What follows belongs to an exercise in optimizing a design on an open flow for small area, a short achievable clock period and few clock cycles; a production flow would make more cautious choices. The RTL was checked by simulation tests, not by an equivalence proof against the original design. Power figures rest on the tool's default switching activity, not on a simulated workload.

[flow/design.v]
module add_pfx #(
    parameter W = 32
) (
    input  wire [W-1:0] a,
    input  wire [W-1:0] b,
    input  wire         ci,
    output wire [W-1:0] s,
    output wire         co
);
    localparam L = (W <= 2) ? 1 : (W <= 4) ? 2 : (W <= 8) ? 3 : (W <= 16) ? 4 : (W <= 32) ? 5 : 6;
    wire [W-1:0] g0 = a & b;
    wire [W-1:0] p0 = a ^ b;
    wire [W-1:0] G [0:L];
    wire [W-1:0] P [0:L];
    assign G[0] = {g0[W-1:1], g0[0] | (p0[0] & ci)};
    assign P[0] = p0;
    genvar l, i;
    generate
        for (l = 0; l < L; l = l + 1) begin : lv
            for (i = 0; i < W; i = i + 1) begin : bt
                if (((i >> l) & 1) == 1) begin : op
                    assign G[l+1][i] = G[l][i] | (P[l][i] & G[l][((i >> l) << l) - 1]);
                    assign P[l+1][i] = P[l][i] & P[l][((i >> l) << l) - 1];
                end else begin : pass
                    assign G[l+1][i] = G[l][i];
                    assign P[l+1][i] = P[l][i];
                end
            end
        end
    endgenerate
    assign s  = p0 ^ {G[L][W-2:0], ci};
    assign co = G[L][W-1];
endmodule
module inc_pfx #(
    parameter W = 24
) (
    input  wire [W-1:0] a,
    input  wire         ci,
    output wire [W-1:0] s,
    output wire         co
);
    localparam L = (W <= 2) ? 1 : (W <= 4) ? 2 : (W <= 8) ? 3 : (W <= 16) ? 4 : (W <= 32) ? 5 : 6;
    wire [W-1:0] P [0:L];
    assign P[0] = a;
    genvar l, i;
    generate
        for (l = 0; l < L; l = l + 1) begin : lv
            for (i = 0; i < W; i = i + 1) begin : bt
                if (((i >> l) & 1) == 1) begin : op
                    assign P[l+1][i] = P[l][i] & P[l][((i >> l) << l) - 1];
                end else begin : pass
                    assign P[l+1][i] = P[l][i];
                end
            end
        end
    endgenerate
    assign s  = a ^ ({P[L][W-2:0], 1'b1} & {W{ci}});
    assign co = ci & P[L][W-1];
endmodule
module add_rc #(
    parameter W = 32
) (
    input  wire [W-1:0] a,
    input  wire [W-1:0] b,
    input  wire         ci,
    output wire [W-1:0] s,
    output wire         co
);
    wire [W:0] c;
    assign c[0] = ci;
    genvar i;
    generate
        for (i = 0; i < W; i = i + 1) begin : bt
            assign s[i]   = a[i] ^ b[i] ^ c[i];
            assign c[i+1] = (a[i] & b[i]) | (a[i] & c[i]) | (b[i] & c[i]);
        end
    endgenerate
    assign co = c[W];
endmodule
module add_cs #(
    parameter W = 23,
    parameter K = 12
) (
    input  wire [W-1:0] a,
    input  wire [W-1:0] b,
    input  wire         ci,
    output wire [W-1:0] s,
    output wire         co
);
    wire         cl, c0, c1;
    wire [W-K-1:0] s0, s1;
    add_rc #(K)   u_l  (.a(a[K-1:0]), .b(b[K-1:0]), .ci(ci),   .s(s[K-1:0]), .co(cl));
    add_rc #(W-K) u_h0 (.a(a[W-1:K]), .b(b[W-1:K]), .ci(1'b0), .s(s0), .co(c0));
    add_rc #(W-K) u_h1 (.a(a[W-1:K]), .b(b[W-1:K]), .ci(1'b1), .s(s1), .co(c1));
    assign s[W-1:K] = cl ? s1 : s0;
    assign co = cl ? c1 : c0;
endmodule
module lzc32 (
    input  wire [31:0] x,
    output wire [4:0]  n
);
    wire [15:0] v1;  wire [15:0] c1;
    wire [7:0]  v2;  wire [15:0] c2;
    wire [3:0]  v3;  wire [11:0] c3;
    wire [1:0]  v4;  wire [7:0]  c4;
    genvar i;
    generate
        for (i = 0; i < 16; i = i + 1) begin : l1
            assign v1[i] = x[2*i+1] | x[2*i];
            assign c1[i] = !x[2*i+1];
        end
        for (i = 0; i < 8; i = i + 1) begin : l2
            assign v2[i] = v1[2*i+1] | v1[2*i];
            assign c2[2*i+1:2*i] = v1[2*i+1] ? {1'b0, c1[2*i+1]} : {1'b1, c1[2*i]};
        end
        for (i = 0; i < 4; i = i + 1) begin : l3
            assign v3[i] = v2[2*i+1] | v2[2*i];
            assign c3[3*i+2:3*i] = v2[2*i+1] ? {1'b0, c2[4*i+3:4*i+2]} : {1'b1, c2[4*i+1:4*i]};
        end
        for (i = 0; i < 2; i = i + 1) begin : l4
            assign v4[i] = v3[2*i+1] | v3[2*i];
            assign c4[4*i+3:4*i] = v3[2*i+1] ? {1'b0, c3[6*i+5:6*i+3]} : {1'b1, c3[6*i+2:6*i]};
        end
    endgenerate
    assign n = v4[1] ? {1'b0, c4[7:4]} : {1'b1, c4[3:0]};
endmodule
module cmp_u #(
    parameter W = 32
) (
    input  wire [W-1:0] a,
    input  wire [W-1:0] b,
    output wire         lt,
    output wire         eq
);
    localparam N = (W <= 2) ? 2 : (W <= 4) ? 4 : (W <= 8) ? 8 : (W <= 16) ? 16 : (W <= 32) ? 32 : 64;
    reg [N-1:0] l, e;
    integer i, s;
    always @* begin
        for (i = 0; i < N; i = i + 1) begin
            if (i < W) begin
                l[i] = ~a[i] & b[i];
                e[i] = ~(a[i] ^ b[i]);
            end else begin
                l[i] = 1'b0;
                e[i] = 1'b1;
            end
        end
        for (s = 1; s < N; s = s * 2)
            for (i = 0; i < N; i = i + 2 * s) begin
                l[i] = l[i+s] | (e[i+s] & l[i]);
                e[i] = e[i+s] & e[i];
            end
    end
    assign lt = l[0];
    assign eq = e[0];
endmodule
module fp32_lt (
    input  wire [31:0] a,
    input  wire [31:0] b,
    output wire        lt,
    output wire        beq        
);
    wire mlt, meq;
    cmp_u #(31) u_c (.a(a[30:0]), .b(b[30:0]), .lt(mlt), .eq(meq));
    wire both0 = (a[30:0] == 31'd0) && (b[30:0] == 31'd0);
    assign beq = meq && (a[31] == b[31]);
    assign lt = both0 ? 1'b0 :
                (a[31] != b[31]) ? a[31] :
                !a[31] ? mlt : !(mlt | meq);
endmodule
module fp32_clamp (
    input  wire [31:0] x,
    input  wire [31:0] lo,
    input  wire [31:0] hi,
    output wire [31:0] y
);
    wire below, above, e_lo, e_hi;
    fp32_lt u_lo (.a(x),  .b(lo), .lt(below), .beq(e_lo));
    fp32_lt u_hi (.a(hi), .b(x),  .lt(above), .beq(e_hi));
    assign y = below ? lo : (above ? hi : x);
endmodule
module fp32_step_mul (
    input  wire [30:0] step,
    input  wire [1:0]  n,
    output reg  [30:0] y
);
    wire        sub = (step[30:23] == 8'd0);
    wire [23:0] m   = {!sub, step[22:0]};
    wire [23:0] p3;                        
    wire        p3c;
    add_pfx #(24) u_p3 (.a(m), .b({m[22:0], 1'b0}), .ci(1'b0), .s(p3[23:0]), .co(p3c));
    wire [25:0] p = {p3c & m[23], p3c ^ m[23], p3[23:0]};
    reg  [23:0] sig;
    reg         rnd;
    reg  [1:0]  eadd;
    reg  [23:0] sr;
    reg         c;
    reg  [8:0]  ef;
    wire [23:0] sr_w;
    wire        c_w;
    inc_pfx #(24) u_inc (.a(sig), .ci(rnd), .s(sr_w), .co(c_w));
    always @* begin
        if (p[25]) begin
            sig = p[25:2]; rnd = p[1] & (p[0] | p[2]); eadd = 2'd2;
        end else if (p[24]) begin
            sig = p[24:1]; rnd = p[0] & p[1]; eadd = 2'd1;
        end else begin
            sig = p[23:0]; rnd = 1'b0; eadd = 2'd0;
        end
        sr = sr_w;
        c  = c_w;
        if (sr[23] | c) ef = {1'b0, sub ? 8'd1 : step[30:23]} + {7'd0, eadd} + {8'd0, c};
        else            ef = 9'd0;
        case (n)
            2'd2: begin
                if (sub)                       y = {step[29:0], 1'b0};
                else if (step[30:23] == 8'hFE) y = 31'h7F800000;
                else                           y = {step[30:23] + 8'd1, step[22:0]};
            end
            2'd3: y = (ef >= 9'd255) ? 31'h7F800000 : {ef[7:0], sr[22:0]};
            default: y = step;
        endcase
    end
endmodule
module fp32_add_s1 (
    input  wire [31:0] a,
    input  wire [31:0] b,
    output wire [27:0] r,         
    output wire [7:0]  ex,
    output wire        sx,
    output wire        b_inf
);
    assign b_inf = (b[30:23] == 8'hFF);
    wire blt, beq;
    cmp_u #(31) u_c (.a(a[30:0]), .b(b[30:0]), .lt(blt), .eq(beq));
    wire        swap = blt;                      
    wire [30:0] x = swap ? b[30:0] : a[30:0];
    wire [30:0] z = swap ? a[30:0] : b[30:0];
    assign sx = swap ? b[31] : a[31];
    wire        sub = a[31] ^ b[31];
    wire        xn = (x[30:23] != 8'd0);
    wire        zn = (z[30:23] != 8'd0);
    wire [23:0] mx = {xn, x[22:0]};
    wire [23:0] mz = {zn, z[22:0]};
    assign ex = xn ? x[30:23] : 8'd1;
    wire        an = (a[30:23] != 8'd0);
    wire        bn = (b[30:23] != 8'd0);
    wire [7:0]  ea = an ? a[30:23] : 8'd1;
    wire [7:0]  eb = bn ? b[30:23] : 8'd1;
    wire [7:0]  dab, dba;
    wire        dco1, dco2;
    add_pfx #(8) u_dab (.a(ea), .b(~eb), .ci(1'b1), .s(dab), .co(dco1));
    add_pfx #(8) u_dba (.a(eb), .b(~ea), .ci(1'b1), .s(dba), .co(dco2));
    wire [7:0]  d = swap ? dba : dab;
    wire [4:0]  ds = (d[7:5] != 3'd0) ? 5'd31 : d[4:0];
    reg  [4:0] tz;
    integer i;
    always @* begin
        tz = 5'd31;
        for (i = 23; i >= 0; i = i - 1)
            if (mz[i]) tz = i[4:0] + 5'd3;
    end
    wire st = (ds > tz);
    wire [26:0] zsh = {mz, 3'b000} >> ds;
    wire [26:0] zs  = {zsh[26:1], zsh[0] | st};
    wire [27:0] ya  = {1'b0, mx, 3'b000};
    wire [27:0] yb  = {1'b0, zs} ^ {28{sub}};
    wire        rco;
    add_pfx #(28) u_r (.a(ya), .b(yb), .ci(sub), .s(r), .co(rco));
endmodule
module fp32_add_s2 (
    input  wire [27:0] r,
    input  wire [7:0]  ex,
    input  wire        sx,
    input  wire        b_inf,
    input  wire        sb,
    output reg  [31:0] y
);
    reg  [4:0]  lz;
    reg  [4:0]  sh;
    reg  [26:0] rn;
    reg  [23:0] sig;
    reg         g, s, rnd, c;
    reg  [7:0]  e;
    reg  [22:0] fr;
    reg  [8:0]  ef;
    wire [22:0] fr_w;
    wire        c_w;
    inc_pfx #(23) u_inc (.a(sig[22:0]), .ci(rnd), .s(fr_w), .co(c_w));
    integer     i;
    wire [7:0]  lim = ex - 8'd1;
    wire [26:0] lmask = (lim < 8'd27) ? (27'h4000000 >> lim[4:0]) : 27'd0;
    wire [26:0] rm = r[26:0] | lmask;
    wire [4:0]  lz_w;
    lzc32 u_lzc (.x({rm, 5'b11111}), .n(lz_w));
    always @* begin
        lz = lz_w;
        sh = lz;
        rn = r[26:0] << sh;
        if (r[27]) begin
            sig = r[27:4]; g = r[3]; s = |r[2:0]; e = ex + 8'd1;
        end else begin
            sig = rn[26:3]; g = rn[2]; s = rn[1] | rn[0]; e = ex - {3'd0, sh};
        end
        rnd = g & (s | sig[0]);
        fr = fr_w;
        c  = c_w;
        ef = {1'b0, sig[23] ? e : 8'd0} + {8'd0, c};
        if (b_inf)                y = {sb, 8'hFF, 23'd0};
        else if (r == 28'd0)      y = 32'd0;
        else if (ef >= 9'd255)    y = {sx, 8'hFF, 23'd0};
        else                      y = {sx, ef[7:0], fr};
    end
endmodule
module pddcss_core (
    input  wire        clk,
    input  wire        rst,             
    input  wire [31:0] cfg_init,
    input  wire [31:0] cfg_min,
    input  wire [31:0] cfg_max,
    input  wire [31:0] cfg_fine,
    input  wire [31:0] cfg_coarse,
    input  wire [31:0] cfg_timeout_ms,
    input  wire        cfg_dir_rev,
    input  wire        cmd_valid,
    output wire        cmd_ready,
    input  wire [31:0] cmd_data,
    output reg         rsp_valid,
    output reg  [1:0]  rsp_status,      
    output reg         rsp_ret_valid,
    output wire [31:0] rsp_ret,
    output reg  [8:0]  rsp_events,
    output reg  [1:0]  rsp_skip_op,
    output wire [31:0] rsp_value,
    output wire        rsp_confirmed,
    output wire        rsp_fine,
    output wire        rsp_pstate,
    output wire        rsp_run_flag,
    output wire [4:0]  rsp_flags
);
    localparam [1:0] DIR_ZERO = 2'b00, DIR_POS = 2'b01, DIR_NEG = 2'b11;
    reg        rdy;                      
    reg        cv;                       
    reg [31:0] cr;
    reg        cok;                      
    reg        c_rot;                    
    reg [1:0]  ph;                       
    reg [1:0]  ini;                      
    reg [31:0] cmin, cmax, ctmo;         
    reg        mmeq;                     
    reg        vmin, vmax, omin, omax;   
    reg        dead;                     
    reg [31:0] time_ms;
    reg        dir_rev;
    reg [1:0]  last_phase;
    reg [1:0]  step_seq;
    reg [1:0]  step_dir;
    reg [1:0]  last_dir;
    reg [31:0] last_detent_time;
    reg [31:0] count;                    
    reg        count_z;
    reg [2:0]  pressed;
    reg [31:0] last_db_time [0:2];
    reg        woke;
    reg [2:0]  mm_valid;
    reg [31:0] mm_start [0:2];
    reg [10:0] fifo [0:2];               
    reg [31:0] value;
    reg [31:0] orig;
    reg        confirmed;
    reg        use_fine;
    reg [30:0] cur_step;                 
    reg [31:0] last_adj;
    reg        pstate;                   
    reg        suspended;                
    reg        run_flag;
    reg [4:0]  flags;
    reg [27:0] p_r;
    reg [7:0]  p_ex;
    reg        p_sx, p_binf, p_sb, p_conf, p_neg;
    reg        ret_cnt, ret_val, ret_step;
    reg [4:0]  ret_small;
    assign cmd_ready     = rdy;
    assign rsp_value     = value;
    assign rsp_confirmed = confirmed;
    assign rsp_fine      = use_fine;
    assign rsp_pstate    = pstate;
    assign rsp_run_flag  = run_flag;
    assign rsp_flags     = flags;
    assign rsp_ret = ({32{ret_cnt}} & count) | ({32{ret_val}} & value) |
                     {1'b0, {31{ret_step}} & cur_step} | {27'd0, ret_small};
    wire suspend_pending = pstate & ~suspended;
    wire cfg_bad_v = (cfg_init[30:23] == 8'hFF) || (cfg_min[30:23] == 8'hFF) ||
                     (cfg_max[30:23] == 8'hFF) ||
                     (cfg_fine[30:23] == 8'hFF) || cfg_fine[31] || (cfg_fine[30:0] == 31'd0) ||
                     (cfg_coarse[30:23] == 8'hFF) || cfg_coarse[31] || (cfg_coarse[30:0] == 31'd0);
    wire [7:0] i_op = cmd_data[31:24];
    wire i_zn  = (cmd_data[23:0] == 24'd0);
    wire i_znk = (cmd_data[22:0] == 23'd0);
    wire i_zb  = (cmd_data[22:18] == 5'd0) && (cmd_data[15:9] == 7'd0) &&
                 (cmd_data[7:0] == 8'd0) && (cmd_data[17:16] != 2'd3);
    reg i_ok;
    always @* begin
        case (i_op)
            8'h01:                               i_ok = (cmd_data[23:2] == 22'd0);
            8'h03:                               i_ok = (cmd_data[23:1] == 23'd0);
            8'h02, 8'h23, 8'h24, 8'h25, 8'h26, 8'h30: i_ok = i_zn;
            8'h10, 8'h12:                        i_ok = i_zb && !cmd_data[23];
            8'h11:                               i_ok = i_zb;
            8'h20, 8'h21, 8'h22, 8'h31, 8'h32:   i_ok = i_znk;
            8'h40:                               i_ok = (cmd_data[23:5] == 19'd0);
            8'h50:                               i_ok = !cmd_data[23];
            default:                             i_ok = 1'b0;
        endcase
    end
    wire ex = cv;                        
    wire       k   = cr[23];
    wire [1:0] btn = cr[17:16];
    wire       lvl = cr[8];
    reg o_phase, o_enc_read, o_set_dir, o_bedge, o_bserv, o_bcheck, o_rotate, o_confirm,
        o_toggle, o_check_to, o_get_val, o_is_conf, o_get_step, o_suspend, o_wake,
        o_reconcile, o_flags, o_tick;
    reg b0, b1, b2;
    wire [31:0] stamp =
        ({32{o_phase}}             & last_detent_time) |
        ({32{o_bserv & b0}}        & last_db_time[0]) |
        ({32{o_bserv & b1}}        & last_db_time[1]) |
        ({32{(o_bserv & b2) | o_suspend}} & last_db_time[2]) |
        ({32{o_bcheck & b0}}       & mm_start[0]) |
        ({32{o_bcheck & b1}}       & mm_start[1]) |
        ({32{o_bcheck & b2}}       & mm_start[2]) |
        ({32{o_check_to}}          & last_adj);
    wire [31:0] el;
    wire        el_co;
    add_pfx #(32) u_el (.a(time_ms), .b(~stamp), .ci(1'b1), .s(el), .co(el_co));
    wire bounce_win = (el[31:3] == 29'd0) && !(el[2] && (el[1] || el[0]));           
    wire db_ok      = (el[31:5] != 27'd0) || (el[4] && el[3] && el[2] && el[1]);      
    wire mm_over    = (el[31:10] != 22'd0) ||                                         
                      (el[9:5] == 5'b11111 && (el[4] || (el[3] && el[2:0] != 3'd0)));
    wire grace_ok   = (el[31:6] != 26'd0) || (el[5] && el[4] && (el[3] || el[2] || el[1]));  
    wire to_lt;
    wire to_eq;
    cmp_u #(32) u_to (.a(ctmo), .b(el), .lt(to_lt), .eq(to_eq));
    wire adj_over = to_lt;                                                            
    wire        cnt_neg = count[31];
    wire        cnt_big = cnt_neg ? (count[30:2] != {29{1'b1}} || count[1:0] == 2'd0)
                                  : (count[30:2] != 29'd0);
    wire [1:0]  cnt_lo  = cnt_neg ? (~count[1:0] + 2'd1) : count[1:0];
    wire [1:0]  dmag    = cnt_big ? 2'd1 : cnt_lo;
    wire        d_zero  = count_z || (count == 32'd0);
    function [1:0] table_delta(input [1:0] from, input [1:0] to);
        case ({from, to})
            4'b0001, 4'b0111, 4'b1110, 4'b1000: table_delta = DIR_POS;
            4'b0010, 4'b1011, 4'b1101, 4'b0100: table_delta = DIR_NEG;
            default:                            table_delta = DIR_ZERO;
        endcase
    endfunction
    reg        n_dead;
    reg        n_dir_rev;
    reg [1:0]  n_last_phase, n_step_seq, n_step_dir, n_last_dir;
    reg        ld_detent_time, clr_detent_time;
    reg        cnt_step, cnt_dec;
    reg        n_count_z;
    reg [2:0]  n_pressed, n_mm_valid;
    reg        ld_db, ld_mm;
    reg        n_woke;
    reg        fifo_push, fifo_pop;
    reg        ld_orig, ld_adj, ld_value_orig, fp_go, do_tick;
    reg        n_confirmed, n_use_fine;
    reg        n_pstate, n_suspended, n_run_flag;
    reg [4:0]  n_flags;
    reg [1:0]  r_status;
    reg        r_ret_valid, r_ret_cnt, r_ret_val, r_ret_step;
    reg [4:0]  r_ret_small;
    reg [8:0]  r_events;
    reg [1:0]  r_skip_op;
    reg        held;
    reg [1:0]  cur, dlt;
    reg [1:0]  seq;
    reg        msg, accept;
    wire [2:0] bsel = {b2, b1, b0};
    always @* begin
        n_dead = dead;
        n_dir_rev = dir_rev;
        n_last_phase = last_phase;
        n_step_seq = step_seq;
        n_step_dir = step_dir;
        n_last_dir = last_dir;
        ld_detent_time = 1'b0;
        clr_detent_time = 1'b0;
        cnt_step = 1'b0;
        cnt_dec = 1'b0;
        n_count_z = count_z;
        n_pressed = pressed;
        n_mm_valid = mm_valid;
        ld_db = 1'b0;
        ld_mm = 1'b0;
        n_woke = woke;
        fifo_push = 1'b0;
        fifo_pop = 1'b0;
        ld_orig = 1'b0;
        ld_adj = 1'b0;
        ld_value_orig = 1'b0;
        fp_go = 1'b0;
        do_tick = 1'b0;
        n_confirmed = confirmed;
        n_use_fine = use_fine;
        n_pstate = pstate;
        n_suspended = suspended;
        n_run_flag = run_flag;
        n_flags = flags;
        r_status = 2'd0;
        r_ret_valid = 1'b0;
        r_ret_cnt = 1'b0;
        r_ret_val = 1'b0;
        r_ret_step = 1'b0;
        r_ret_small = 5'd0;
        r_events = 9'd0;
        r_skip_op = 2'd0;
        cur = 2'd0;
        dlt = 2'd0;
        seq = 2'd0;
        msg = 1'b0;
        accept = 1'b0;
        held = 1'b0;
        if (suspended && !o_tick && !o_wake) held = 1'b1;
        if (o_bserv && ((|(bsel & {fifo[2] == 11'd1, fifo[1] == 11'd1, fifo[0] == 11'd1})) ||
                        (b2 && suspend_pending))) held = 1'b1;
        if (o_suspend && !(suspend_pending && grace_ok)) held = 1'b1;
        if (o_wake && !suspended) held = 1'b1;
        if (dead || !cok) begin
            r_status = 2'd2;
            n_dead = 1'b1;
        end else if (held) begin
            r_status = 2'd1;
        end else begin
            if (o_phase) begin
                cur = dir_rev ? {cr[0], cr[1]} : cr[1:0];
                dlt = table_delta(last_phase, cur);
                if (cur == last_phase) begin
                end else if (dlt == DIR_ZERO) begin
                    n_last_phase = cur;
                end else if (last_dir != DIR_ZERO && dlt != last_dir && bounce_win) begin
                end else begin
                    n_last_phase = cur;
                    seq = step_seq;
                    if (step_dir != DIR_ZERO && dlt != step_dir) seq = 2'd0;
                    n_step_dir = dlt;
                    if (seq == 2'd3) begin
                        cnt_step = 1'b1;
                        cnt_dec = dlt[1];
                        n_count_z = 1'b0;
                        n_last_dir = dlt;
                        ld_detent_time = 1'b1;
                        n_flags[0] = 1'b1;
                    end
                    n_step_seq = seq + 2'd1;
                end
            end
            if (o_enc_read) begin
                r_ret_valid = 1'b1;
                r_ret_cnt = !count_z;
                n_count_z = 1'b1;
            end
            if (o_set_dir) begin
                n_dir_rev = cr[0];
                n_last_phase = 2'd0;
                n_step_seq = 2'd0;
                n_step_dir = DIR_ZERO;
                n_last_dir = DIR_ZERO;
                clr_detent_time = 1'b1;
                n_count_z = 1'b1;
            end
            if (o_bedge) fifo_push = 1'b1;
            if (o_bserv) begin
                msg = |(bsel & {fifo[2][0], fifo[1][0], fifo[0][0]});
                fifo_pop = 1'b1;
                accept = ((|(bsel & pressed)) != msg) && db_ok && lvl == msg;
                if (accept) begin
                    n_pressed = (pressed & ~bsel) | (bsel & {3{msg}});
                    ld_db = 1'b1;
                    n_mm_valid = mm_valid & ~bsel;
                    if (msg) begin
                        r_events[2] = 1'b1;
                        if (b0) begin
                            n_flags[1] = 1'b1;
                            if (k) begin r_events[1] = 1'b1; r_skip_op = 2'd1; end
                            else if (!confirmed) begin n_confirmed = 1'b1; r_events[0] = 1'b1; n_flags[3] = 1'b1; end
                        end else if (b1) begin
                            n_flags[2] = 1'b1;
                            if (k) begin r_events[1] = 1'b1; r_skip_op = 2'd2; end
                            else begin n_use_fine = !use_fine; r_events[0] = 1'b1; n_flags[3] = 1'b1; end
                        end
                    end else begin
                        r_events[3] = 1'b1;
                        if (b2) begin
                            if (woke) begin
                                n_woke = 1'b0;
                                if (k) begin r_events[1] = 1'b1; r_skip_op = 2'd3; end
                                else n_run_flag = 1'b1;
                            end else if (!pstate) begin
                                n_pstate = 1'b1;
                                r_events[5] = 1'b1;
                                n_flags[4] = 1'b1;
                                if (k) begin r_events[1] = 1'b1; r_skip_op = 2'd3; end
                                else n_run_flag = 1'b0;
                            end
                        end
                    end
                end
            end
            if (o_bcheck) begin
                if ((|(bsel & pressed)) && !lvl) begin
                    if (!(|(bsel & mm_valid))) begin
                        n_mm_valid = mm_valid | bsel;
                        ld_mm = 1'b1;
                    end else if (mm_over) begin
                        n_pressed = pressed & ~bsel;
                        n_mm_valid = mm_valid & ~bsel;
                        if (b2) n_woke = 1'b0;
                        r_events[4] = 1'b1;
                    end
                end else begin
                    n_mm_valid = mm_valid & ~bsel;
                end
            end
            if (o_rotate) begin
                n_count_z = 1'b1;
                if (!d_zero) begin
                    if (k) begin r_events[1] = 1'b1; r_skip_op = 2'd0; end
                    else begin
                        fp_go = 1'b1;
                        if (confirmed) begin
                            ld_orig = 1'b1;
                            n_confirmed = 1'b0;
                        end
                        ld_adj = 1'b1;
                    end
                end
            end
            if (o_confirm) begin
                if (k) begin r_events[1] = 1'b1; r_skip_op = 2'd1; end
                else if (!confirmed) begin n_confirmed = 1'b1; r_events[0] = 1'b1; n_flags[3] = 1'b1; end
            end
            if (o_toggle) begin
                if (k) begin r_events[1] = 1'b1; r_skip_op = 2'd2; end
                else begin n_use_fine = !use_fine; r_events[0] = 1'b1; n_flags[3] = 1'b1; end
            end
            if (o_check_to) begin
                if (!confirmed && adj_over) begin
                    ld_value_orig = 1'b1;
                    n_confirmed = 1'b1;
                    r_events[0] = 1'b1;
                    n_flags[3] = 1'b1;
                end
            end
            if (o_get_val) begin
                r_ret_valid = 1'b1;
                r_ret_val = 1'b1;
            end
            if (o_is_conf) begin
                r_ret_valid = 1'b1;
                r_ret_small = {4'd0, confirmed};
            end
            if (o_get_step) begin
                r_ret_valid = 1'b1;
                r_ret_step = 1'b1;
            end
            if (o_suspend) begin
                n_suspended = 1'b1;
                r_events[6] = 1'b1;
                r_events[7] = 1'b1;
            end
            if (o_wake) begin
                n_suspended = 1'b0;
                n_pstate = 1'b0;
                n_pressed[2] = 1'b1;
                n_woke = 1'b1;
                r_events[8] = 1'b1;
                if (k) begin r_events[1] = 1'b1; r_skip_op = 2'd3; end
                else n_run_flag = 1'b1;
                r_events[5] = 1'b1;
                n_flags[4] = 1'b1;
            end
            if (o_reconcile) begin
                if (k) begin r_events[1] = 1'b1; r_skip_op = 2'd3; end
                else n_run_flag = !pstate;
            end
            if (o_flags) begin
                r_ret_valid = 1'b1;
                r_ret_small = flags & cr[4:0];
                n_flags = flags & ~cr[4:0];
            end
            if (o_tick) do_tick = 1'b1;
        end
    end
    wire ex_rot = ex && fp_go;
    wire [30:0] step2 = (cur_step[30:23] == 8'd0) ? {cur_step[29:0], 1'b0} :
                        (cur_step[30:23] == 8'hFE) ? 31'h7F800000 :
                        {cur_step[30:23] + 8'd1, cur_step[22:0]};
    wire        d3 = (dmag == 2'd3);
    wire        pass_b1 = (ph == 2'd2);       
    wire        pass_a = c_rot & d3 & !pass_b1;   
    wire [31:0] s1_a = pass_a ? {1'b0, cur_step} : value;
    wire [31:0] s1_b = pass_a ? {1'b0, step2} :
                       pass_b1 ? {p_neg, count[30:0]} :
                       {cnt_neg, (dmag == 2'd2) ? step2 : cur_step};
    wire [27:0] s1_r;
    wire [7:0]  s1_ex;
    wire        s1_sx, s1_binf;
    fp32_add_s1 u_s1 (.a(s1_a), .b(s1_b), .r(s1_r), .ex(s1_ex),
                      .sx(s1_sx), .b_inf(s1_binf));
    wire [31:0] sum;
    fp32_add_s2 u_s2 (.r(p_r), .ex(p_ex), .sx(p_sx), .b_inf(p_binf), .sb(p_sb), .y(sum));
    wire [31:0] cx = (ini == 2'd1) ? cmin : (ini == 2'd2) ? value : sum;
    wire below, above, e_lo, e_hi;
    fp32_lt u_lo (.a(cx),   .b(cmin), .lt(below), .beq(e_lo));
    fp32_lt u_hi (.a(cmax), .b(cx),   .lt(above), .beq(e_hi));
    wire [31:0] clamped = below ? cmin : (above ? cmax : cx);
    wire c_min = below | (above ? mmeq : e_lo);
    wire c_max = above | (below ? mmeq : e_hi);
    wire sp_changed = p_conf || (below ? !vmin : above ? !vmax : (sum != value));
    wire [22:0] time_lo;
    wire        time_c23;
    add_cs #(23, 12) u_time (.a(time_ms[22:0]), .b(cr[22:0]), .ci(1'b0), .s(time_lo), .co(time_c23));
    wire [8:0]  time_hi1 = time_ms[31:23] + 9'd1;
    wire [31:0] time_sum = {time_c23 ? time_hi1 : time_ms[31:23], time_lo};
    reg  [31:0] cnt_inc, cnt_dcr;
    reg         cc, cb;
    integer     j;
    always @* begin
        cc = 1'b1;
        cb = 1'b1;
        for (j = 0; j < 32; j = j + 1) begin
            cnt_inc[j] = count[j] ^ cc;
            cc = cc & count[j];
            cnt_dcr[j] = count[j] ^ cb;
            cb = cb & !count[j];
        end
    end
    wire [31:0] cnt_next = count_z ? (cnt_dec ? 32'hFFFFFFFF : 32'd1) :
                           (cnt_dec ? cnt_dcr : cnt_inc);
    function [10:0] push_fifo(input [10:0] f, input l);
        integer q;
        reg above;
        begin
            above = 1'b0;
            push_fifo = f;
            for (q = 10; q >= 0; q = q - 1) begin
                if (!above && f[q]) begin
                    push_fifo[q] = l;
                    if (q < 10) push_fifo[q + 1] = 1'b1;
                end
                above = above | f[q];
            end
        end
    endfunction
    wire acc = cmd_valid && rdy;
    wire wr  = ex && !fp_go;             
    wire s2  = (ph == 2'd3);             
    integer b;
    always @(posedge clk) begin
        cr  <= cmd_data;
        cok <= i_ok;
        c_rot <= (i_op == 8'h20);
        o_phase <= (i_op == 8'h01);
        o_enc_read <= (i_op == 8'h02);
        o_set_dir <= (i_op == 8'h03);
        o_bedge <= (i_op == 8'h10);
        o_bserv <= (i_op == 8'h11);
        o_bcheck <= (i_op == 8'h12);
        o_rotate <= (i_op == 8'h20);
        o_confirm <= (i_op == 8'h21);
        o_toggle <= (i_op == 8'h22);
        o_check_to <= (i_op == 8'h23);
        o_get_val <= (i_op == 8'h24);
        o_is_conf <= (i_op == 8'h25);
        o_get_step <= (i_op == 8'h26);
        o_suspend <= (i_op == 8'h30);
        o_wake <= (i_op == 8'h31);
        o_reconcile <= (i_op == 8'h32);
        o_flags <= (i_op == 8'h40);
        o_tick <= (i_op == 8'h50);
        b0 <= (cmd_data[17:16] == 2'd0);
        b1 <= (cmd_data[17:16] == 2'd1);
        b2 <= (cmd_data[17:16] == 2'd2);
        p_r <= s1_r;
        p_ex <= s1_ex;
        p_sx <= s1_sx;
        p_binf <= s1_binf;
        p_sb <= s1_b[31];
        if (ex) begin
            p_conf <= confirmed;
            p_neg <= cnt_neg;
        end
        cmin <= cfg_min;
        cmax <= cfg_max;
        ctmo <= cfg_timeout_ms;
        if (rst) begin
            value <= cfg_init;
            rdy <= 1'b0;
            cv <= 1'b0;
            ph <= 2'd0;
            ini <= 2'd1;
            dead <= cfg_bad_v;
            dir_rev <= cfg_dir_rev;
            last_phase <= 2'd0;
            step_seq <= 2'd0;
            step_dir <= DIR_ZERO;
            last_dir <= DIR_ZERO;
            count_z <= 1'b1;
            pressed <= 3'd0;
            mm_valid <= 3'd0;
            woke <= 1'b0;
            for (b = 0; b < 3; b = b + 1) begin
                last_db_time[b] <= time_ms;
                fifo[b] <= 11'd1;
            end
            confirmed <= 1'b1;
            use_fine <= 1'b1;
            cur_step <= cfg_fine[30:0];
            pstate <= 1'b0;
            suspended <= 1'b0;
            run_flag <= 1'b1;
            flags <= 5'd0;
            rsp_valid <= 1'b0;
        end else begin
            rdy <= !(acc && cmd_data[31:24] == 8'h20) && !(ex && fp_go && d3) && (ph != 2'd1);
            cv  <= acc;
            ph  <= (ex && fp_go) ? (d3 ? 2'd1 : 2'd3) : (ph == 2'd1) ? 2'd2 : (ph == 2'd2) ? 2'd3 : 2'd0;
            ini <= (ini == 2'd1) ? 2'd2 : 2'd0;
            rsp_valid <= wr || s2;
            if (ini == 2'd1) begin
                dead <= dead | above;
                mmeq <= e_hi;
            end
            if (ini == 2'd2) begin
                value <= clamped;
                orig <= clamped;
                vmin <= c_min;
                vmax <= c_max;
                omin <= c_min;
                omax <= c_max;
            end
            if (ph == 2'd1) count <= sum;
            if (ex) begin
                dead <= n_dead;
                if (do_tick) time_ms <= time_sum;
                dir_rev <= n_dir_rev;
                last_phase <= n_last_phase;
                step_seq <= n_step_seq;
                step_dir <= n_step_dir;
                last_dir <= n_last_dir;
                if (ld_detent_time) last_detent_time <= time_ms;
                if (cnt_step) count <= cnt_next;
                count_z <= n_count_z;
                pressed <= n_pressed;
                mm_valid <= n_mm_valid;
                woke <= n_woke;
                for (b = 0; b < 3; b = b + 1) begin
                    if (bsel[b]) begin
                        if (ld_db) last_db_time[b] <= time_ms;
                        if (ld_mm) mm_start[b] <= time_ms;
                        if (fifo_push && !fifo[b][10]) fifo[b] <= push_fifo(fifo[b], lvl);
                        if (fifo_pop) fifo[b] <= {1'b0, fifo[b][10:1]};
                    end
                end
                if (ld_value_orig) begin
                    value <= orig;
                    vmin <= omin;
                    vmax <= omax;
                end
                if (ld_orig) begin
                    orig <= value;
                    omin <= vmin;
                    omax <= vmax;
                end
                confirmed <= n_confirmed;
                use_fine <= n_use_fine;
                cur_step <= n_use_fine ? cfg_fine[30:0] : cfg_coarse[30:0];
                if (ld_adj) last_adj <= time_ms;
                pstate <= n_pstate;
                suspended <= n_suspended;
                run_flag <= n_run_flag;
                flags <= n_flags;
            end
            if (s2) begin
                value <= clamped;
                vmin <= c_min;
                vmax <= c_max;
                if (sp_changed) flags[3] <= 1'b1;
            end
            if (wr) begin
                rsp_status <= r_status;
                rsp_ret_valid <= r_ret_valid;
                ret_cnt <= r_ret_cnt;
                ret_val <= r_ret_val;
                ret_step <= r_ret_step;
                ret_small <= r_ret_small;
                rsp_events <= r_events;
                rsp_skip_op <= r_skip_op;
            end
            if (s2) begin
                rsp_status <= 2'd0;
                rsp_ret_valid <= 1'b0;
                ret_cnt <= 1'b0;
                ret_val <= 1'b0;
                ret_step <= 1'b0;
                ret_small <= 5'd0;
                rsp_events <= {8'd0, sp_changed};
                rsp_skip_op <= 2'd0;
            end
        end
    end
endmodule
[flow/run.sh]
#!/bin/bash
# synth_recipe.tcl (not shown) runs the flow's synth.tcl, then flattens the netlist and writes it again
# the make line also repeats each setting of config.mk as NAME=value (left out here)
make -C /OpenROAD-flow-scripts/flow DESIGN_CONFIG=/design/flow/config.mk WORK_HOME=/design/flow/orfs CLKGATE_MAP_FILE= SYNTH_SCRIPT=/design/flow/synth_recipe.tcl finish
[flow/config.mk]
export PLATFORM = sky130hd
export DESIGN_NAME = pddcss_core
export DESIGN_NICKNAME = pddcss_core
export VERILOG_FILES = /design/flow/design.v
export SDC_FILE = /design/flow/constraint.sdc
export NUM_CORES = 4
export LEC_CHECK = 0
export ABC_AREA = 1
export ABC_CLOCK_PERIOD_IN_PS = 11000
export CAP_MARGIN = 80
export CORE_MARGIN = 2
export CORE_UTILIZATION = 50
export SLEW_MARGIN = 90
[flow/constraint.sdc]
create_clock -name core_clock -period 48.0 [get_ports {clk}]
set_input_delay 9.6000 -clock core_clock [delete_from_list [all_inputs] [get_ports {clk}]]
set_output_delay 9.6000 -clock core_clock [all_outputs]
set_load 0.01 [all_outputs]
==> impl_results.md, run 1 <==
- Run status: did not finish
- Stopping stage: 4_1_cts
- Tool Error: [ERROR DPL-0033] detailed placement checks failed during check placement.
- Largest cells by area after synthesis: edfxtp_1, dfxtp_1, nand2_1
- Clk root buf: clkbuf_16
- Synth Net Count: 6609
- Adder-Cell Fraction of Synth Area: 0.0747
- Synth Area in Simple Gates: 0.260
- Most common cell in the netlist: nand2_1
- Multiplexer area fraction after synthesis: 0.00239
- CTS Hold Bufs: 0
- TritonCTS Sinks: 692
- # rows: 111
- Postcts setup bufs: 0
- Largest family of logic cells by synthesized area: simple AND/OR/NAND/NOR gates
- Yosys cell types: 76
- Synth async-reset ratio: 0
- Chip Height: 307 µm
- Chip Width: 307 µm
- # IOs: 317
- H-tree depth: 3
- Routability cong.: 0.981
- Sequential element share of the synthesized area: 0.391
- Cell taking the most area after synthesis: edfxtp_1
- Syn. warnings: 12
- Top FF cell, synth: edfxtp_1
- Syn avg cell area: 7.52 µm²
- Post-synthesis xor/xnor area fraction: 0.0243
- Number of synthesized flops with an enable pin: 413
- Post-DP HPWL: 256000 µm
- Complex-gate fraction of the synthesized area: 0.159
- Post-DP Area: 87000 µm²
- Mapped cell area: 46000 µm²
- Buffers added on ports: 316
- Synth cell count leaders: nand2_1, inv_1, nor2_1
- Post-synth top area share: 0.269
- Initial Util: 0.503
- CTS resizes: 0
- FF+latch count, synth: 692
- Dpl ws: 19.05 ns
- Num CTS Buffers: 80
- CTS max path bufs: 3
- Cells after synthesis: 6121
[cells by family after synthesis]
kind of cell	Yosys count
AND/OR/NAND/NOR	2767
AO/OA/AOI/OAI	1242
buffers and inverters	1021
flip-flops	692
adder cells (fa/ha/maj)	260
XOR/XNOR	128
multiplexers	11
[worst max-delay path by stage]
stage | startpoint | end
detailed placement | o_bserv | count[25]
floorplan | rst | last_db_time[0][0]
global placement | rst | time_ms[11]
[stage by stage]
stage	instances	util	total power, µW	hold WS (ns)
after floorplan	6121	-	1460	0.437
after global placement	7435	0.547	1790	0.457
after detailed placement	9989	0.951	3090	0.481
[power by group through the flow]
stage          Clock [µW]  Combinational [µW]  Sequential [µW]
3_3_place_gp            0                1070              724
3_5_place_dp            0                2350              739
2_1_floorplan           0                 761              699
Testbench counts, summed over its fixed seeds: cycles 33,993.
==> run 2: changes to the inputs <==
--- a/flow/config.mk
+++ b/flow/config.mk
@@ -9,5 +9,5 @@
 export ABC_CLOCK_PERIOD_IN_PS = 11000
-export CAP_MARGIN = 80
+export CAP_MARGIN = 50
 export CORE_MARGIN = 2
-export CORE_UTILIZATION = 50
-export SLEW_MARGIN = 90
+export CORE_UTILIZATION = 60
+export SLEW_MARGIN = 70
==> impl_results.md, run 2 <==
- Fin nets: 6862
- Layout cells sized above 1: 0.0726
- Syn avg cell area: 7.52 µm²
- Leak pwr: 0.0230 µW
- Required time of the critical path: 38.40 ns
- H-tree depth: 3
- Most common cell in the netlist: nand2_1
- Sequential Area: 18000 µm²
- Final Cell Area: 53400 µm²
- Sequential element share of the synthesized area: 0.391
- Routed WL: 156000 µm
- CTS max path bufs: 3
- CTS tree: yes
- Crit end category: output port
- Cells after synthesis: 6121
- Crit path buf inv count: 2
- ANT cells: 0
- Crit-path cells: inv_4 -> o221ai_1 -> clkdlybuf4s50_1
- Tcrit/Tclk final: 0.254
- Pin count of the biggest net entering global routing: 69
- Drt initial violations: 5963
- Final setup violation count: 0
- Chip Width: 281 µm
- Chip Height: 281 µm
- CP max stage delay: 0.65 ns
- Peak supply drop: 0.0359 mV
- Slowest-stage cell, CP: clkdlybuf4s50_1
- Core box area: 75900 µm²
- CP Max Fanout: 25
- Post-synth top area share: 0.269
- Wire per inst: 20.9 µm
- Final min period: 12.18 ns
- Number of synthesized flops with an enable pin: 413
- Max frequency: 82.1 MHz
- Run status: complete, no violations
- Top FF cell, synth: edfxtp_1
- Synth Net Count: 6609
- CTS resizes: 0
- Cell taking the most area after synthesis: edfxtp_1
- Mapped cell area: 46000 µm²
- Setup crit start kind: register
- CTS Hold Bufs: 0
- Num CTS Buffers: 75
- Yosys cell types: 76
- Final TNS setup: 0 ns
- Relative slew slack: 0.662
- Final hold vios: 0
- First-pass GRT wire length: 236000 µm
- Commonest cells after routing, fill and taps aside: nand2_1, inv_1, nor2_1
- Final Max Tran Viols: 0
- RSZ-0062 raised after global routing: false
- Post-DP HPWL: 116000 µm
- Postcts setup bufs: 0
- Synth async-reset ratio: 0
- FF+latch count, synth: 692
- # IOs: 317
- Routed Antenna Nets: 0
- Top Registers: last_db_time x96, mm_start x96, fifo x33
- HP Class: reg -> reg
- Die area: 79000 µm²
- Synth cell count leaders: nand2_1, inv_1, nor2_1
- Vias in the first global route: 41.1k
- Largest cells by area after synthesis: edfxtp_1, dfxtp_1, nand2_1
- Residual DRC: 0
- Post-route insts no fill: 7464
- Multi-input gate area: 24500 µm²
- Placed insts: 7306
- Clock skew after layout: 0.0255 ns
- Remaining global-route overflow: 0
- Pre-antenna DRT Iters: 8
- Pwr dens: 45.7 nW/µm²
- Area growth syn-to-layout: 16.1%
- Worst Path Arrival: 2.58 ns
- Clock slew at reported path FFs: 0.06 ns
- Vias per inst: 6.05
- Post-DP Area: 50500 µm²
- Number of antenna violations at the first check in global routing: 1
- Cell family with most CP delay: buffers and inverters
- Syn. warnings: 12
- # rows: 101
- Worst-margin pin slew: 0.506 ns
- Routability cong.: 1.02
- Crit Path Class: reg -> out
- Vias: 45.1k
- TritonCTS Sinks: 692
- Buffers added on ports: 316
- Max-cap viol count: 0
- Global Route Usage Sum: 0.385
- Initial Util: 0.606
- Layout filler cell count: 6332
- Clk root buf: clkbuf_16
- Clock latency on the worst-skew pair: 0.65 ns
- Most common cell after layout, fill and taps aside: nand2_1
## run 2: cell counts after synthesis
Identical to the previous run, type by type.
## run 2: kinds of logic after synthesis
family,count (synthesis),share of synthesized area
fa+ha+maj,260,0.0747
simple gates,2767,0.260
buf+inv,1021,0.0895
mux,11,0.00239
compound gates,1242,0.159
flops,692,0.391
xor+xnor,128,0.0243
## run 2: cell type report
cell class,instances,share of cell area
Clock buffer,92,0.0380
Clock inverter,45,0.00925
Inverter,771,0.0549
Multi-Input combinational cell,4408,0.459
Sequential cell,692,0.337
Tap cell,1030,0.0241
Timing Repair Buffer,426,0.0784
## run 2: worst paths after layout
path / start / to / slack, ns / depth (start not counted)
max: ret_cnt / rsp_ret[27] / 35.82 / 3
min: step_seq[1] / step_seq[1] / 0.47 / 2
max reg2reg: p_ex[2] / vmin / 37.50 / 59
min reg2reg: step_seq[1] / step_seq[1] / 0.47 / 2
## run 2: metal layers
metal,GRT usage,vias to the layer above,wire length (µm)
met5,0,-,13
met4,0.164,2,7340
met3,0.0695,403,16400
met2,0.583,2553,67700
met1,0.540,20800,64400
li1,-,21300,-
## run 2: stage by stage
stage	setup WS, ns	utilization	power, µW	hold slack (ns)
after CTS	35.87	0.699	2400	0.468
final	35.82	0.704	2440	0.469
after global routing	35.78	0.704	2580	0.510
after floorplan	32.81	-	1460	0.437
after detailed placement	36.10	0.665	1800	0.455
after global placement	35.13	0.656	1760	0.454
## run 2: worst register-to-register path, delay by kind of cell (launching register included)
kind            cells  cell delay (ns)
compound gates      6             1.35
fa+ha+maj           3             0.80
buf+inv             7             0.95
flops               1             0.55
simple gates       43             6.57
## run 2: power by group
| group | switching, µW | internal (µW) |
|---|---|---|
| sequential | 50.1 | 663 |
| combinational | 777 | 352 |
| clock | 259 | 340 |
| total | 1090 | 1360 |
==> run 3: changes to the inputs <==
--- a/flow/design.v
+++ b/flow/design.v
@@ -347,2 +347,5 @@
     reg [1:0]  ph;                       
+    reg        spec_ok;                  
+    reg [30:0] step3;                    
+    reg        s3v;
     reg [1:0]  ini;                      
@@ -481,2 +484,3 @@
     wire [2:0] bsel = {b2, b1, b0};
+    wire [10:0] fsel = ({11{b0}} & fifo[0]) | ({11{b1}} & fifo[1]) | ({11{b2}} & fifo[2]);
     always @* begin
@@ -526,3 +530,3 @@
         if (suspended && !o_tick && !o_wake) held = 1'b1;
-        if (o_bserv && ((|(bsel & {fifo[2] == 11'd1, fifo[1] == 11'd1, fifo[0] == 11'd1})) ||
+        if (o_bserv && ((fsel == 11'd1) ||
                         (b2 && suspend_pending))) held = 1'b1;
@@ -575,3 +579,3 @@
             if (o_bserv) begin
-                msg = |(bsel & {fifo[2][0], fifo[1][0], fifo[0][0]});
+                msg = fsel[0];
                 fifo_pop = 1'b1;
@@ -700,3 +704,3 @@
                         {cur_step[30:23] + 8'd1, cur_step[22:0]};
-    wire        d3 = (dmag == 2'd3);
+    wire        d3 = (dmag == 2'd3) && !s3v;    
     wire        pass_b1 = (ph == 2'd2);       
@@ -705,3 +709,4 @@
     wire [31:0] s1_b = pass_a ? {1'b0, step2} :
-                       pass_b1 ? {p_neg, count[30:0]} :
+                       pass_b1 ? {p_neg, step3} :
+                       (dmag == 2'd3) ? {cnt_neg, step3} :
                        {cnt_neg, (dmag == 2'd2) ? step2 : cur_step};
@@ -721,3 +726,4 @@
     wire c_max = above | (below ? mmeq : e_hi);
-    wire sp_changed = p_conf || (below ? !vmin : above ? !vmax : (sum != value));
+    wire sp_conf = (ph == 2'd3) ? p_conf : confirmed;
+    wire sp_changed = sp_conf || (below ? !vmin : above ? !vmax : (sum != value));
     wire [22:0] time_lo;
@@ -757,5 +763,9 @@
     endfunction
+    wire [10:0] fnew = fifo_pop ? {1'b0, fsel[10:1]} : push_fifo(fsel, lvl);
     wire acc = cmd_valid && rdy;
     wire wr  = ex && !fp_go;             
-    wire s2  = (ph == 2'd3);             
+    wire fast = ex && fp_go && spec_ok && !d3;    
+    wire s2  = (ph == 2'd3) || fast;     
+    wire hz  = (ex && (cnt_step || (n_count_z != count_z) || ld_value_orig ||
+                       (n_use_fine != use_fine) || fp_go)) || (ph != 2'd0) || (ini != 2'd0);
     integer b;
@@ -801,2 +811,4 @@
             rdy <= 1'b0;
+            spec_ok <= 1'b0;
+            s3v <= 1'b0;
             cv <= 1'b0;
@@ -827,5 +839,6 @@
         end else begin
-            rdy <= !(acc && cmd_data[31:24] == 8'h20) && !(ex && fp_go && d3) && (ph != 2'd1);
+            rdy <= !(acc && cmd_data[31:24] == 8'h20 && (hz || d3)) && !(ex && fp_go && d3) && (ph != 2'd1);
+            spec_ok <= !hz;
             cv  <= acc;
-            ph  <= (ex && fp_go) ? (d3 ? 2'd1 : 2'd3) : (ph == 2'd1) ? 2'd2 : (ph == 2'd2) ? 2'd3 : 2'd0;
+            ph  <= (ex && fp_go && !fast) ? (d3 ? 2'd1 : 2'd3) : (ph == 2'd1) ? 2'd2 : (ph == 2'd2) ? 2'd3 : 2'd0;
             ini <= (ini == 2'd1) ? 2'd2 : 2'd0;
@@ -844,3 +857,7 @@
             end
-            if (ph == 2'd1) count <= sum;
+            if (ph == 2'd1) begin
+                step3 <= sum[30:0];
+                s3v <= 1'b1;
+            end
+            if (ex && n_use_fine != use_fine) s3v <= 1'b0;
             if (ex) begin
@@ -863,4 +880,3 @@
                         if (ld_mm) mm_start[b] <= time_ms;
-                        if (fifo_push && !fifo[b][10]) fifo[b] <= push_fifo(fifo[b], lvl);
-                        if (fifo_pop) fifo[b] <= {1'b0, fifo[b][10:1]};
+                        if ((fifo_push && !fsel[10]) || fifo_pop) fifo[b] <= fnew;
                     end
==> impl_results.md, run 3 <==
- Most common cell after layout, fill and taps aside: nand2_1
- Final setup violation count: 0
- Syn avg cell area: 7.59 µm²
- Max frequency: 81.7 MHz
- Routed WL: 163000 µm
- First-pass GRT wire length: 243000 µm
- Post-route insts no fill: 7470
- H-tree depth: 3
- Clock slew at reported path FFs: 0.06 ns
- Leak pwr: 0.0236 µW
- Die area: 79500 µm²
- Postcts setup bufs: 0
- Cells after synthesis: 6107
- Core box area: 76200 µm²
- HP Class: reg -> reg
- Final min period: 12.25 ns
- Total power: 2490 µW
- Setup crit start kind: register
- Required time of the critical path: 38.40 ns
- Int Pwr: 1400 µW
- Layout filler cell count: 6296
- Remaining global-route overflow: 0
- WHS Path Cells: 2
- Crit Path Class: reg -> out
- Flop-to-flop setup slack: 37.47 ns
- WHS Endpoint: fifo[0][0]
- Pwr dens: 46.1 nW/µm²
- Pre-antenna DRT Iters: 10
- CTS Hold Bufs: 0
- Reg2reg path depth: 55
- Worst-margin pin slew: 0.501 ns
- CTS resizes: 0
- # rows: 101
- Clock skew after layout: 0.0271 ns
- Layout cells sized above 1: 0.0724
- Final hold vios: 0
- Mapped cell area: 46300 µm²
- Dpl ws: 36.09 ns
- Most common cell in the netlist: nand2_1
- Buffers added on ports: 316
- Flop pwr share: 0.302
- Peak supply drop: 0.0310 mV
- Clock latency on the worst-skew pair: 0.66 ns
- Tcrit/Tclk final: 0.255
- CTS max path bufs: 3
- Worst Path Arrival: 2.65 ns
- # IOs: 317
- Psw: 1090 µW
- Placed insts: 7310
- Worst setup margin: 35.75 ns
- FF+latch count, synth: 725
- Synth async-reset ratio: 0
- Yosys cell types: 73
- Sw Share: 0.438
- DR top layer: met4
- Top Registers: last_db_time x96, mm_start x96, fifo x33
- Chip Height: 282 µm
- Final Max Tran Viols: 0
- Routed Antenna Nets: 0
- Residual DRC: 0
- Logic pwr share: 0.457
- Synth Net Count: 6596
- Area growth syn-to-layout: 16.5%
- Vias in the first global route: 41.4k
- Worst flop-to-flop path endpoint: orig[17]
- RSZ-0062 raised after global routing: false
- Syn. warnings: 12
- Number of synthesized flops with an enable pin: 444
- Commonest cells after routing, fill and taps aside: nand2_1, inv_1, nor2_1
- Run status: complete, no violations
- Drt initial violations: 6835
- Number of antenna violations at the first check in global routing: 3
- Clk pwr share: 0.241
- Global Route Usage Sum: 0.402
- TritonCTS Sinks: 725
- Met2 WL: 68500 µm
- Chip Width: 282 µm
- Cell taking the most area after synthesis: edfxtp_1
- Sequential element share of the synthesized area: 0.409
- CP Max Fanout: 26
- Post-synth top area share: 0.288
- Wire per inst: 21.8 µm
- Routability cong.: 1.02
- Synth cell count leaders: nand2_1, inv_1, nor2_1
- Worst R2R Start: p_ex[0]
- CTS tree: yes
- Top FF cell, synth: edfxtp_1
- Post-Route M1 WL: 65400 µm
- Vias: 45.7k
- Min-Delay Startpoint: fifo[0][0]
- Post-DP HPWL: 121000 µm
- Final TNS setup: 0 ns
- Max-cap viol count: 0
- Relative slew slack: 0.666
- Pin count of the biggest net entering global routing: 64
- Post-layout util: 0.709
- Crit end category: output port
- Clk root buf: clkbuf_16
- Vias per inst: 6.12
- Largest cells by area after synthesis: edfxtp_1, dfxtp_1, nand2_1
- Initial Util: 0.608
- Fin nets: 6863
- Num CTS Buffers: 77
- Met3 wire len: 21400 µm
## run 3: cell types whose count changed after synthesis, moves of 20 or more
| cell | delta |
|---|---|
| edfxtp_1 | +31 |
| nor2_1 | +20 |
| nand2_1 | +49 |
| nand3_1 | +64 |
| o22ai_1 | +31 |
| o21ai_0 | -113 |
| a22oi_1 | -30 |
| a21oi_1 | -22 |
## run 3: critical path, cell delays in order, from the launching register on
cell             delay [ns]
edfxtp_1               0.56
clkinv_4               0.33
o221ai_1               0.30
buf_1                  0.23
clkdlybuf4s50_1        0.58
## run 3: final cells by class
class,instances,area [µm²],share of cell area
antenna,3,7.51,0.000139
clock buffer,109,2140,0.0396
clock inverter,33,367,0.00679
inverter,790,3010,0.0557
multi-input combinational,4349,24000,0.444
sequential,725,19000,0.351
tap,1030,1290,0.0239
timing repair buffer,431,4230,0.0784
## run 3: worst max path at each step
stage / slack (ns) / endpoint / startpoint / cells after the start
after CTS: 35.80 / rsp_ret[30] / ret_cnt / 4
after global routing: 35.70 / rsp_ret[30] / ret_cnt / 4
final: 35.75 / rsp_ret[30] / ret_cnt / 4
after floorplan: 33.11 / count[0] / rst / 3
after detailed placement: 36.09 / last_detent_time[13] / rst / 7
after global placement: 35.48 / last_detent_time[13] / rst / 5
## run 3: power by group through the flow
stage | registers, µW | clock network [µW] | logic [µW]
4_1_cts | 750 | 602 | 1090
2_1_floorplan | 740 | 0 | 778
3_3_place_gp | 764 | 0 | 1050
5_1_grt | 754 | 626 | 1250
3_5_place_dp | 763 | 0 | 1080
6_report | 753 | 601 | 1140
## run 3: logic make-up (layout without fill, tap and decap cells)
kind of cell | Yosys count | count (layout) | share of synthesized area
compound gates | 1041 | 1041 | 0.131
xor+xnor | 133 | 133 | 0.0253
fa+ha+maj | 261 | 261 | 0.0745
buf+inv | 1033 | 1363 | 0.0866
flops | 725 | 725 | 0.409
mux | 5 | 5 | 0.00108
other cells | 0 | 3 | 0
simple gates | 2909 | 2909 | 0.272
## run 3: through the flow
step | cell area (µm²) | hold WS, ns
final | 54000 | 0.462
after detailed placement | 51200 | 0.448
after global placement | 50300 | 0.447
after floorplan | 46300 | 0.433
after CTS | 53700 | 0.465
after global routing | 54000 | 0.498
## run 3: routing by layer
metal / GRT usage / vias to the layer above
met5: 0 / -
met3: 0.0984 / 425
met4: 0.174 / 0
met1: 0.567 / 21100
met2: 0.585 / 2977
li1: - / 21200
Testbench counts of run 3, summed over its fixed seeds: cycles 32,774.
==> run 4: changes to the inputs <==
--- a/flow/design.v
+++ b/flow/design.v
@@ -330,3 +330,3 @@
     output reg         rsp_ret_valid,
-    output wire [31:0] rsp_ret,
+    output reg  [31:0] rsp_ret,
     output reg  [8:0]  rsp_events,
@@ -383,4 +383,2 @@
     reg        p_sx, p_binf, p_sb, p_conf, p_neg;
-    reg        ret_cnt, ret_val, ret_step;
-    reg [4:0]  ret_small;
     assign cmd_ready     = rdy;
@@ -392,4 +390,2 @@
     assign rsp_flags     = flags;
-    assign rsp_ret = ({32{ret_cnt}} & count) | ({32{ret_val}} & value) |
-                     {1'b0, {31{ret_step}} & cur_step} | {27'd0, ret_small};
     wire suspend_pending = pstate & ~suspended;
@@ -485,2 +481,4 @@
     wire [10:0] fsel = ({11{b0}} & fifo[0]) | ({11{b1}} & fifo[1]) | ({11{b2}} & fifo[2]);
+    wire [31:0] r_ret = ({32{r_ret_cnt}} & count) | ({32{r_ret_val}} & value) |
+                        {1'b0, {31{r_ret_step}} & cur_step} | {27'd0, r_ret_small};
     always @* begin
@@ -911,6 +909,3 @@
                 rsp_ret_valid <= r_ret_valid;
-                ret_cnt <= r_ret_cnt;
-                ret_val <= r_ret_val;
-                ret_step <= r_ret_step;
-                ret_small <= r_ret_small;
+                rsp_ret <= r_ret;
                 rsp_events <= r_events;
@@ -921,6 +916,3 @@
                 rsp_ret_valid <= 1'b0;
-                ret_cnt <= 1'b0;
-                ret_val <= 1'b0;
-                ret_step <= 1'b0;
-                ret_small <= 5'd0;
+                rsp_ret <= 32'd0;
                 rsp_events <= {8'd0, sp_changed};
==> impl_results.md, run 4 <==
- Clock skew after layout: 0.0641 ns
- Crit-path cells: clkdlybuf4s50_1
- Final TNS setup: 0 ns
- Global Route Usage Sum: 0.402
- Clk root buf: clkbuf_16
- Max frequency: 86.4 MHz
- Max-cap viol count: 0
- Routed WL: 169000 µm
- Psw: 1130 µW
- Num CTS Buffers: 82
- TritonCTS Sinks: 749
- Sw Share: 0.437
- Final hold vios: 0
- Leak pwr: 0.0243 µW
- Synth Net Count: 6678
- Post-DP HPWL: 126000 µm
- CTS max path bufs: 3
- First-pass GRT wire length: 252000 µm
- Slowest-stage cell, CP: clkdlybuf4s50_1
- Pin count of the biggest net entering global routing: 76
- Commonest cells after routing, fill and taps aside: nand2_1, inv_1, nor2_1
- Number of antenna violations at the first check in global routing: 2
- Top Registers: last_db_time x96, mm_start x96, fifo x33
- Buffers added on ports: 316
- ANT cells: 0
- Int Pwr: 1460 µW
- Drt initial violations: 6454
- Pwr dens: 46.4 nW/µm²
- Required time of the critical path: 38.40 ns
- Relative slew slack: 0.633
- Most common cell in the netlist: nand2_1
- Syn. warnings: 12
- Cells after synthesis: 6189
- Synth cell count leaders: nand2_1, inv_1, nor2_1
- Worst-margin pin slew: 0.544 ns
- Crit Path Class: reg -> out
- Peak supply drop: 0.0338 mV
- Vias: 46.3k
- Final setup violation count: 0
- Layout filler cell count: 6345
- Logic pwr share: 0.445
- Number of synthesized flops with an enable pin: 468
- # rows: 103
- RSZ-0062 raised after global routing: false
- Cell taking the most area after synthesis: edfxtp_1
- Worst Path Arrival: 1.98 ns
- Synth async-reset ratio: 0
- Chip Width: 286 µm
- Pre-antenna DRT Iters: 7
- Postcts setup bufs: 0
- FF+latch count, synth: 749
- Largest cells by area after synthesis: edfxtp_1, dfxtp_1, nand2_1
- Mapped cell area: 47600 µm²
- Crit end category: output port
- Layout cells sized above 1: 0.0801
- Post-synth top area share: 0.295
- Cell family with most CP delay: buffers and inverters
- Flop pwr share: 0.301
- Final Max Tran Viols: 0
- Vias in the first global route: 42.3k
- CTS resizes: 0
- Syn avg cell area: 7.69 µm²
- Routability cong.: 1.04
- Remaining global-route overflow: 0
- Yosys cell types: 76
- Top FF cell, synth: edfxtp_1
- Fin nets: 6958
- Most common cell after layout, fill and taps aside: nand2_1
- Clock slew at reported path FFs: 0.07 ns
- Crit path buf inv count: 1
- Clock latency on the worst-skew pair: 0.67 ns
- HP Class: reg -> reg
- Residual DRC: 0
- Initial Util: 0.604
- CTS Hold Bufs: 0
- Area growth syn-to-layout: 17.1%
- Chip Height: 286 µm
- Sequential element share of the synthesized area: 0.414
- Vias per inst: 6.10
- Setup crit start kind: register
- Total power: 2590 µW
- CTS tree: yes
- Core box area: 78700 µm²
- Run status: complete, no violations
- Wire per inst: 22.2 µm
- Final min period: 11.58 ns
- CP Max Fanout: 6
- # IOs: 317
- Routed Antenna Nets: 0
- H-tree depth: 3
- Die area: 81500 µm²
- Tcrit/Tclk final: 0.241
- CP max stage delay: 0.70 ns
- Clk pwr share: 0.255
run 4: worst paths after layout:
path | start | endpoint | cells after the start | slack (ns)
worst min-delay path | rdy | cv | 2 | 0.47
worst max-delay path | value[24] | rsp_value[24] | 1 | 36.42
worst max register to register | p_ex[3] | orig[8] | 56 | 36.95
worst min register to register | rdy | cv | 2 | 0.47
run 4: cell families (layout without fill, tap and decap cells):
family	count (synthesis)	in the layout	synth area share
and+or+nand+nor	2892	2892	0.267
buffers and inverters	1077	1426	0.0887
AOI/OAI and AO/OA	1070	1070	0.132
DFF	749	749	0.414
adders and majority gates	261	261	0.0726
xor gates and xnor gates	133	133	0.0249
muxes	7	7	0.00147
run 4: cell type report:
type | count | area, µm² | share of cell area
inverter | 827 | 3130 | 0.0562
tap | 1050 | 1310 | 0.0236
timing repair buffer | 446 | 4460 | 0.0800
multi-input combinational | 4363 | 24300 | 0.436
sequential | 749 | 19700 | 0.353
clock buffer | 120 | 2460 | 0.0442
clock inverter | 33 | 369 | 0.00663
run 4: metrics by stage:
stage | setup WS [ns] | hold WS [ns] | area (µm²) | std cells | util
floorplan | 33.11 | 0.433 | 47600 | 6189 | -
global placement | 35.40 | 0.450 | 51500 | 7364 | 0.654
detailed placement | 36.36 | 0.453 | 52500 | 7415 | 0.666
CTS | 36.46 | 0.465 | 55300 | 7568 | 0.702
global route | 36.22 | 0.482 | 55700 | 7588 | 0.708
finish | 36.42 | 0.468 | 55700 | 7588 | 0.708
run 4: power groups by stage:
stage	Clock, µW	Sequential (µW)	Combinational [µW]
4_1_cts	661	773	1100
3_5_place_dp	0	786	1090
2_1_floorplan	0	763	771
5_1_grt	687	777	1260
3_3_place_gp	0	787	1060
6_report	659	777	1150
run 4: metal layers:
metal / up-vias / part of all wire / routed length (µm) / GRT usage
met5: - / 0.000077 / 13 / 0
met4: 2 / 0.047 / 7890 / 0.165
met3: 438 / 0.13 / 21500 / 0.0847
met2: 2996 / 0.42 / 70900 / 0.594
met1: 21300 / 0.41 / 68500 / 0.575
li1: 21500 / - / - / -
Testbench counts of run 4, summed over its fixed seeds: cycles 32,774.
==> run 5: changes to the inputs <==
--- a/flow/design.v
+++ b/flow/design.v
@@ -906,9 +906,2 @@
             end
-            if (wr) begin
-                rsp_status <= r_status;
-                rsp_ret_valid <= r_ret_valid;
-                rsp_ret <= r_ret;
-                rsp_events <= r_events;
-                rsp_skip_op <= r_skip_op;
-            end
             if (s2) begin
@@ -919,2 +912,8 @@
                 rsp_skip_op <= 2'd0;
+            end else begin
+                rsp_status <= r_status;
+                rsp_ret_valid <= r_ret_valid;
+                rsp_ret <= r_ret;
+                rsp_events <= r_events;
+                rsp_skip_op <= r_skip_op;
             end
--- a/flow/config.mk
+++ b/flow/config.mk
@@ -12,2 +12,3 @@
 export CORE_UTILIZATION = 60
+export CTS_BUF_LIST = sky130_fd_sc_hd__clkbuf_8
 export SLEW_MARGIN = 70
==> impl_results.md, run 5 <==
- Run status: complete, no violations
- Cells after synthesis: 6114
- Pre-antenna DRT Iters: 7
- Final TNS setup: 0 ns
- Worst flop-to-flop path endpoint: rsp_events[0]
- Max-cap viol count: 0
- Post-synthesis xor/xnor area fraction: 0.0250
- Most common cell in the netlist: nand2_1
- Multiplexer area fraction after synthesis: 0.00107
- Clk pwr share: 0.236
- Number of antenna violations at the first check in global routing: 4
- Routability cong.: 1.01
- WHS Path Cells: 2
- Pin count of the biggest net entering global routing: 69
- Psw: 1110 µW
- Leak pwr: 0.0239 µW
- Max frequency: 85.8 MHz
- Int Pwr: 1410 µW
- Peak supply drop: 0.0332 mV
- Worst R2R Start: p_ex[3]
- Flop-to-flop setup slack: 37.66 ns
- Synth Net Count: 6603
- Number of synthesized flops with an enable pin: 468
- Post-synth top area share: 0.299
- Logic pwr share: 0.450
- Top Registers: last_db_time x96, mm_start x96, fifo x33
- Min-Delay Startpoint: step_seq[0]
- CTS max path bufs: 3
- Chip Width: 284 µm
- Crit Path Class: reg -> out
- Clock latency on the worst-skew pair: 0.81 ns
- Chip Height: 284 µm
- CP max stage delay: 0.64 ns
- Most common cell after layout, fill and taps aside: nand2_1
- Die area: 80500 µm²
- Placed insts: 7322
- Post-DP HPWL: 122000 µm
- Postcts setup bufs: 0
- Cell family with most CP delay: buffers and inverters
- Yosys cell types: 67
- # rows: 102
- Largest cells by area after synthesis: edfxtp_1, dfxtp_1, nand2_1
- Pwr dens: 46.1 nW/µm²
- Crit end category: output port
- FF+latch count, synth: 749
- TritonCTS Sinks: 749
- CP Max Fanout: 6
- Relative slew slack: 0.660
- Flop pwr share: 0.314
- Wire per inst: 21.7 µm
- H-tree depth: 4
- # IOs: 317
- Buffers added on ports: 316
- Core box area: 77500 µm²
- Top FF cell, synth: edfxtp_1
- Slowest-stage cell, CP: clkdlybuf4s50_1
- Final setup violation count: 0
- First-pass GRT wire length: 247000 µm
- Reg2reg path depth: 57
- Vias: 45.9k
- Worst Path Arrival: 2.06 ns
- Final hold vios: 0
- CTS resizes: 0
- WHS Endpoint: step_seq[0]
- Final Max Tran Viols: 0
- Synth cell count leaders: nand2_1, inv_1, nor2_1
- Syn avg cell area: 7.68 µm²
- Vias in the first global route: 42.5k
- Crit path buf inv count: 1
- HP Class: reg -> reg
- Synth Area in Simple Gates: 0.270
- Post-layout util: 0.707
- Worst hold slack: 0.455 ns
- CTS tree: yes
- Adder-Cell Fraction of Synth Area: 0.0735
- Complex-gate fraction of the synthesized area: 0.128
- Setup crit start kind: register
- Drt initial violations: 6339
- Remaining global-route overflow: 0
- Crit-path cells: clkdlybuf4s50_1
- Clock slew at reported path FFs: 0.06 ns
- Worst-margin pin slew: 0.504 ns
- Sw Share: 0.442
- Syn. warnings: 12
- Clk root buf: clkbuf_8
- Num CTS Buffers: 130
- Layout cells sized above 1: 0.0843
- Total power: 2520 µW
- CTS Hold Bufs: 0
- Synth async-reset ratio: 0
- Global Route Usage Sum: 0.397
- Mapped cell area: 47000 µm²
- Residual DRC: 0
- Required time of the critical path: 38.40 ns
- Layout filler cell count: 6345
- Routed Antenna Nets: 0
- Area growth syn-to-layout: 16.6%
- Initial Util: 0.606
- Commonest cells after routing, fill and taps aside: nand2_1, inv_1, nor2_1
- Vias per inst: 6.06
- Routed WL: 164000 µm
- Clock skew after layout: 0.0416 ns
- Final min period: 11.66 ns
- Fin nets: 6923
- Largest family of logic cells by synthesized area: simple AND/OR/NAND/NOR gates
- Tcrit/Tclk final: 0.243
- Cell taking the most area after synthesis: edfxtp_1
- RSZ-0062 raised after global routing: false
- Post-route insts no fill: 7576
- Sequential element share of the synthesized area: 0.419
==> run 5: tightest hold or removal path, stage by stage (launching register included) <==
cell and delay [ns]:
dfxtp_1 0.30, inv_1 0.06, a21oi_1 0.06
==> run 5: per-layer routing <==
| layer | GRT usage | part of all wire |
|---|---|---|
| met1 | 0.561 | 0.40 |
| met2 | 0.586 | 0.43 |
| met3 | 0.101 | 0.13 |
| met4 | 0.151 | 0.038 |
| met5 | 0 | 0.000067 |
==> run 5: cell type report <==
class | count | area, µm² | area share
repair buffers | 436 | 4280 | 0.0782
diodes | 1 | 2.50 | 0.0000457
flip-flops and latches | 749 | 19700 | 0.360
inverters | 746 | 2830 | 0.0518
clock buffers | 143 | 1970 | 0.0360
multi-input cells | 4371 | 24000 | 0.438
clock inverters | 90 | 662 | 0.0121
well taps | 1040 | 1300 | 0.0238
==> run 5: cell families after synthesis <==
logic type	count (synthesis)
buffers and inverters	994
XOR/XNOR	134
AO/OA/AOI/OAI	1038
adder cells (fa/ha/maj)	261
AND/OR/NAND/NOR	2933
multiplexers	5
flip-flops	749
==> run 5: stage by stage <==
step / setup slack (ns) / area (µm²)
global placement: 35.58 / 51000
detailed placement: 36.29 / 51800
global route: 36.32 / 54700
floorplan: 31.23 / 47000
finish: 36.34 / 54700
CTS: 36.33 / 54400
==> run 5: power by group through the flow <==
stage	logic (µW)	clock network [µW]	registers, µW
floorplan	786	0	767
global placement	1060	0	801
detailed placement	1090	0	798
CTS	1090	599	786
global route	1250	626	789
finish	1140	596	791
==> run 5: worst max path at each step <==
| stage | from | cells past startpoint | endpoint |
|---|---|---|---|
| floorplan | rst | 3 | count[0] |
| global placement | rst | 5 | orig[11] |
| detailed placement | rst | 6 | orig[11] |
| CTS | value[25] | 1 | rsp_value[25] |
| global route | value[16] | 1 | rsp_value[16] |
| finish | value[1] | 1 | rsp_value[1] |
Testbench counts of run 5, summed over its fixed seeds: cycles 32,774.
